From an optimization exercise on the open Yosys and OpenROAD flow, aimed at small area and a short achievable clock period; shortcuts taken in it are not production practice. Only simulation tests tie the RTL to the original design; equivalence was not proved. Power is estimated from default activity; no workload was simulated.

==> flow/design.v <==
module xbee_rx (
    input  wire       clk,
    input  wire       rst,         
    input  wire       wr_valid,
    input  wire [7:0] wr_data,
    input  wire       run,
    input  wire [1:0] mode,        
    input  wire       flush,
    output reg  [5:0] avail,
    output reg        out_valid,
    output reg  [1:0] out_kind,
    output reg  [7:0] out_data
);
    localparam CAP = 32;
    localparam ST_HUNT   = 3'd0;
    localparam ST_LEN_HI = 3'd1;
    localparam ST_LEN_LO = 3'd2;
    localparam ST_PAY    = 3'd3;
    localparam ST_CKS    = 3'd4;
    localparam K_PAYLOAD = 2'd0;
    localparam K_FRAME   = 2'd1;
    localparam K_BADCKS  = 2'd2;
    localparam K_SPECIAL = 2'd3;
    localparam [7:0] DELIM = 8'h7E;
    localparam [7:0] ESC   = 8'h7D;
    localparam [7:0] XON   = 8'h11;
    localparam [7:0] XOFF  = 8'h13;
    reg [7:0] sr [0:CAP-1];    
    reg [1:0] ctl_mode;
    reg [4:0] ridx;         
    reg       nz;           
    reg       full;         
    reg       m_api;        
    reg       m_esc;        
    wire mode_change = (mode != ctl_mode);
    wire mode_ok     = (m_api && mode == 2'd1) || (m_esc && mode == 2'd2);
    wire step        = run && mode_ok && !flush && nz;
    integer i;
    always @(posedge clk) begin
        if (wr_valid) begin
            sr[0] <= wr_data;
            for (i = 1; i < CAP; i = i + 1)
                sr[i] <= sr[i-1];
        end
    end
    wire [7:0] t1 [0:15];
    wire [7:0] t2 [0:7];
    wire [7:0] t3 [0:3];
    wire [7:0] t4 [0:1];
    genvar g;
    generate
        for (g = 0; g < 16; g = g + 1) begin : g_t1
            assign t1[g] = ridx[0] ? sr[2*g+1] : sr[2*g];
        end
        for (g = 0; g < 8; g = g + 1) begin : g_t2
            assign t2[g] = ridx[1] ? t1[2*g+1] : t1[2*g];
        end
        for (g = 0; g < 4; g = g + 1) begin : g_t3
            assign t3[g] = ridx[2] ? t2[2*g+1] : t2[2*g];
        end
        for (g = 0; g < 2; g = g + 1) begin : g_t4
            assign t4[g] = ridx[3] ? t3[2*g+1] : t3[2*g];
        end
    endgenerate
    wire [7:0] b_rd = ridx[4] ? t4[1] : t4[0];
    reg       ev_step;      
    reg       ev_hunt;      
    reg       ev_esc;       
    reg [7:0] ev_b;
    wire dec = step && !wr_valid;                  
    wire inc = !step && !flush && wr_valid && !full;   
    always @(posedge clk) begin
        ev_b   <= b_rd;
        ev_esc <= m_esc;
        if (rst) begin
            avail    <= 6'd0;
            ridx     <= 5'd31;
            nz       <= 1'b0;
            full     <= 1'b0;
            ctl_mode <= 2'd0;
            m_api    <= 1'b0;
            m_esc    <= 1'b0;
            ev_step  <= 1'b0;
            ev_hunt  <= 1'b0;
        end else begin
            ctl_mode <= mode;
            m_api    <= (mode == 2'd1);
            m_esc    <= (mode == 2'd2);
            ev_step  <= step;
            ev_hunt  <= mode_change;
            if (flush) begin
                avail <= {5'd0, wr_valid};
                ridx  <= wr_valid ? 5'd0 : 5'd31;
                nz    <= wr_valid;
                full  <= 1'b0;
            end else if (dec) begin
                avail <= avail - 6'd1;
                ridx  <= ridx - 5'd1;
                nz    <= (ridx != 5'd0);
                full  <= 1'b0;
            end else if (inc) begin
                avail <= avail + 6'd1;
                ridx  <= ridx + 5'd1;
                nz    <= 1'b1;
                full  <= (ridx == 5'd30);
            end
        end
    end
    reg  [2:0]  state;
    reg         esc;
    reg  [15:0] rem;      
    reg  [7:0]  sum;
    wire [7:0] b = ev_b;
    wire [7:0] v = {b[7:6], b[5] ^ esc, b[4:0]};
    reg  [2:0]  n_state;
    reg         n_esc;
    reg  [15:0] n_rem;
    reg  [7:0]  n_sum;
    reg         n_item;
    reg  [1:0]  n_kind;
    reg  [7:0]  n_data;
    reg         deliver;
    always @(*) begin
        n_state = state;
        n_esc   = esc;
        n_rem   = rem;
        n_sum   = sum;
        n_item  = 1'b0;
        n_kind  = K_PAYLOAD;
        n_data  = v;
        deliver = 1'b0;
        if (state == ST_HUNT) begin
            if (b == DELIM) begin
                n_state = ST_LEN_HI;
                n_esc   = 1'b0;
            end
        end else if (!ev_esc) begin
            deliver = 1'b1;
        end else if (esc) begin
            n_esc   = 1'b0;
            deliver = 1'b1;
        end else if (b == ESC) begin
            n_esc = 1'b1;
        end else if (b == DELIM) begin
            n_item  = 1'b1;
            n_kind  = K_SPECIAL;
            n_state = ST_LEN_HI;
        end else if (b == XON || b == XOFF) begin
            n_item  = 1'b1;
            n_kind  = K_SPECIAL;
            n_state = ST_HUNT;
        end else begin
            deliver = 1'b1;
        end
        if (deliver) begin
            case (state)
                ST_LEN_HI: begin
                    n_rem[15:8] = v;
                    n_state     = ST_LEN_LO;
                end
                ST_LEN_LO: begin
                    n_rem[7:0] = v;
                    n_sum      = 8'h00;
                    n_state    = ({rem[15:8], v} != 16'h0000) ? ST_PAY : ST_CKS;
                end
                ST_PAY: begin
                    n_item = 1'b1;
                    n_kind = K_PAYLOAD;
                    n_sum  = sum + v;
                    n_rem  = rem - 16'd1;
                    if (rem == 16'd1)
                        n_state = ST_CKS;
                end
                default: begin  
                    n_item = 1'b1;
                    if (v == ~sum) begin
                        n_kind = K_FRAME;
                    end else begin
                        n_kind = K_BADCKS;
                        n_data = ~sum;
                    end
                    n_state = ST_HUNT;
                end
            endcase
        end
    end
    always @(posedge clk) begin
        if (rst) begin
            state     <= ST_HUNT;
            esc       <= 1'b0;
            out_valid <= 1'b0;
        end else if (ev_hunt) begin
            state     <= ST_HUNT;
            esc       <= 1'b0;
            out_valid <= 1'b0;
        end else begin
            if (ev_step) begin
                state <= n_state;
                esc   <= n_esc;
            end
            out_valid <= ev_step && n_item;
        end
        if (ev_step) begin
            rem <= n_rem;
            sum <= n_sum;
        end
        out_kind <= n_kind;
        out_data <= n_data;
    end
endmodule
==> flow/run.sh <==
#!/bin/bash
# synth_recipe.tcl (not shown) runs the flow's synth.tcl, then flattens the netlist and writes it again
# the make line also repeats each setting of config.mk as NAME=value (left out here)
make -C /OpenROAD-flow-scripts/flow DESIGN_CONFIG=/design/flow/config.mk WORK_HOME=/design/flow/orfs CLKGATE_MAP_FILE= SYNTH_SCRIPT=/design/flow/synth_recipe.tcl finish
==> flow/config.mk <==
export PLATFORM = sky130hd
export DESIGN_NAME = xbee_rx
export DESIGN_NICKNAME = xbee_rx
export VERILOG_FILES = /design/flow/design.v
export SDC_FILE = /design/flow/constraint.sdc
export NUM_CORES = 4
export LEC_CHECK = 0
export CAP_MARGIN = 20
export CORE_MARGIN = 2
export CORE_UTILIZATION = 30
export SETUP_SLACK_MARGIN = 3.8
export SLEW_MARGIN = 20
==> flow/constraint.sdc <==
create_clock -name core_clock -period 6.0 [get_ports {clk}]
set_input_delay 1.2000 -clock core_clock [delete_from_list [all_inputs] [get_ports {clk}]]
set_output_delay 1.2000 -clock core_clock [all_outputs]
set_load 0.01 [all_outputs]
==> reports/metrics.cfg <==
[synthesis]
synth_simple_gate_area_share_pct = 4.931
synthMuxAreaShare_pct = 14.78
avgSynthCellArea_um2 = 18.23
ys_warn_count = 2
synth-seq-cells = 323
netlist.area_leader.share_pct = 64.34
yosysTopAreaCell = edfxtp_1
syn_nets = 751
yosysMostFrequentCell = edfxtp_1
syn_area_um2 = 13070
synth_edf_count = 280
synth_top_family_by_area = multiplexers
synth_compound_area_share_pct = 4.050
synthFlopType = edfxtp_1
synthArstFlopShare_pct = 0
synthCells = 717
synth-adder-area-share_pct = 1.991
synth.distinct_cells = 59
yosys-top-cells-count = edfxtp_1, mux4_2, dfxtp_1, nor2_1, a21oi_1
ys_seq_area_share_pct = 70.92
synth_xor_area_share_pct = 1.809
synth.area.top_cells = edfxtp_1, mux4_2, dfxtp_1

[setup_path]
timing.rr.start = rem[3]
cp_max_fo = 6
worstSetupPathType = in -> reg
timing.rr.end = rem[15]
r2r_cells = 6
crit_arrival_ps = 3040
critical_path.startpoint = mode[0]
critical_path.endpoint = ridx[4]
cp-start-kind = input port
end_kind = flip-flop
required_ps = 6380
r2r_slack_ps = 3810

[timing]
fin_skew_ps = 24.42
setup_tns_ps = 0
drv_slew = 0
fmax_ghz = 0.3748
report.final.setup_viol = 0
rsz0062_at_grt = yes
slew_headroom_pct = 43.02
hold_viol = 0
tightest_slew_ps = 854.7
period_share_pct = 44.47
min_period_ps = 2668

[cells_and_area]
nets = 838
drive_gt1_share_pct = 29.92
final_util_pct = 36.55
multi_input_area_um2 = 3766
regArea_um2 = 9296
fin_cells = 1414
area_growth_pct = 20.46
antennaDiodeCount = 0
fillers = 3981

[grt]
track_usage_pct = 10.83
grt_pass1_wl_um = 38610
grt-ovfl-total = 0
grt_pass1_vias = 6735
grt_max_degree = 78
antenna_found_initial = 0

[cts]
numCtsBuffers = 34
clk_pin_slew_worst_paths_ps = 60
cts_root_buf = clkbuf_16
insertion_delay_ps = 510
cts_tree = done
htreeDepth = 2
cts.path.max_buffers = 3
cts.sinks = 323

[drt]
dr.pass1.iters = 4
drt-total-wl_um = 24680
ant_nets = 0
drt-wirelength-per-cell_um = 17.46
drc = 0
via_per_inst = 4.786
dr.first_iter.drc_count = 634
vias = 6768

[min_path]
hold_class = reg -> reg
holdPathStages = 0

[run_status]
status = timing/DRC/antenna clean

[pwr]
p_per_area_nw_per_um2 = 327.8
p_leak_uw = 0.005393
vdd_drop_max_mv = 0.1633

[floorplan]
dieArea_um2 = 45250
core_area_um2 = 43080
num_rows = 76
floorplan.initialDensity_pct = 30.34
pin_count = 32
fp.dieH_um = 212.7
die_w_um = 212.7

[place]
placed_cells = 1309
portBuffers = 31
place_hpwl_um = 13310
gp_congestion = 0.7613

[run]
max_cap_viol_count = 0

## worst min path at each step
stage,from,endpoint,slack [ps]
after floorplan,m_esc,ev_esc,330
after global placement,m_esc,ev_esc,380
after detailed placement,m_esc,ev_esc,370
after CTS,m_esc,ev_esc,390
after global routing,m_esc,ev_esc,400
final,m_esc,ev_esc,380
## metrics by stage
| stage | hold slack, ps | total power (uW) | instance area [um^2] | setup WS [ps] |
|---|---|---|---|---|
| global route | 396.7 | 5380 | 15740 | 3239 |
| CTS | 386.5 | 5190 | 15380 | 3376 |
| detailed placement | 373.4 | 3224 | 14080 | 2319 |
| floorplan | 330.9 | 3027 | 13130 | 3027 |
| finish | 377.1 | 5161 | 15740 | 3332 |
| global placement | 381.2 | 3215 | 14080 | 2311 |
## state kept, by name, summed over array words and instances, names as in the netlist
name,flops
m_esc,1
ev_esc,1
out_kind,2
ev_step,1
esc,1
sr,256
state,3
full,1
ridx,5
ctl_mode,2
nz,1
rem,16
avail,6
m_api,1
ev_b,8
out_valid,1
ev_hunt,1
out_data,8
sum,8
## cells in the final DEF, fill, tap and decap left out, types with 3 or more instances in the layout
cell type / synthesis / layout
buf_4: 0 / 30
and3_1: 5 / 3
nor2_1: 41 / 41
dfxtp_2: 0 / 7
clkbuf_16: 0 / 40
o21ai_1: 1 / 4
dfxtp_4: 0 / 5
clkdlybuf4s50_1: 0 / 9
inv_1: 14 / 13
nand4_1: 6 / 6
nand2_1: 21 / 20
buf_6: 2 / 12
edfxtp_1: 280 / 280
nor4_1: 6 / 4
a21oi_1: 40 / 36
clkinv_1: 0 / 6
mux2_2: 8 / 8
o311ai_1: 0 / 3
ha_1: 16 / 12
clkinv_2: 0 / 3
o21ai_0: 12 / 8
buf_2: 8 / 15
clkbuf_1: 18 / 13
nor2b_1: 9 / 8
buf_16: 0 / 4
mux2i_1: 4 / 4
nor3_1: 11 / 9
dfxtp_1: 43 / 31
xnor2_1: 19 / 18
xor2_1: 8 / 7
a21oi_2: 0 / 4
mux4_2: 80 / 80
ha_4: 0 / 4
a21o_1: 8 / 8
## critical path, stage by stage
cell	delay [ps]
buf_8	100
nand3b_1	140
a211o_1	330
nand2b_4	200
inv_8	90
ha_4	200
a21o_1	170
a21oi_2	160
xnor2_2	140
a21o_1	100
o211a_1	140
o21ai_1	60
## cells by family (layout without fill, tap and decap cells)
| group | after synthesis | after routing |
|---|---|---|
| AND/OR/NAND/NOR | 124 | 124 |
| flip-flops | 323 | 323 |
| AO/OA/AOI/OAI | 86 | 86 |
| adder cells (fa/ha/maj) | 19 | 19 |
| XOR/XNOR | 27 | 27 |
| multiplexers | 92 | 92 |
| buffers and inverters | 46 | 158 |
## metal layers
metal	part of all wire, %	global-route usage, %	up-vias
met4	1.5	2.532	0
met3	4.6	2.294	35
met2	45	15.38	150
li1	-	-	3078
met1	49	16.84	3505
met5	0	0	-
## power breakdown
part           total, uW  internal, uW  switching, uW
sequential          2700          2600            100
combinational        526           280            246
clock               1930          1100            829
## final cells by class
class	count	share of cell area (%)
clock buffer	50	6.048
clock inverter	11	0.3418
inverter	15	0.4053
multi-input combinational	348	23.92
sequential	323	59.05
tap	585	4.649
timing repair buffer	81	5.540
timing repair inverter	1	0.03974
## what timing repair did
| action | 4_1_cts | 5_1_grt |
|---|---|---|
| hold buffers | 0 | 0 |
| setup buffers | 22 | 14 |
| pin swaps | 12 | 16 |
| resized for setup | 127 | 31 |
| gates cloned | 2 | 6 |
| setup endpoints to repair | 195 | 110 |

[afterwards: timing with drivers on the ports]
The results above use ideal ports. As a check the final layout listed here was re-extracted and re-timed, cells and wires unchanged.
Step 1 sets driving cells, clkbuf_16 on the clock port and buf_2 on the other inputs (assumed; they add their load-dependent delay and slew).
Step 2 adds t to the input delays and takes it off the output delays; t is the mean of the earliest and latest rising clock arrival at the registers after step 1. Input paths then give back, and output paths get back, about the clock's delay inside the block.
Slacks: ideal ports / drivers / drivers and shift; pairs: ideal ports / drivers.
shift t [ns]: 0.543
setup WS [ns]: 3.332 / 3.331 / 2.788
hold slack, ns: 0.377 / 0.377 / 0.377
slew at the worst register clock pin (ns): 0.06 / 0.06
After both steps setup and hold are still met in this run. The setup slack of this run moves by -0.001 ns with the drivers and by -0.544 ns with both steps.
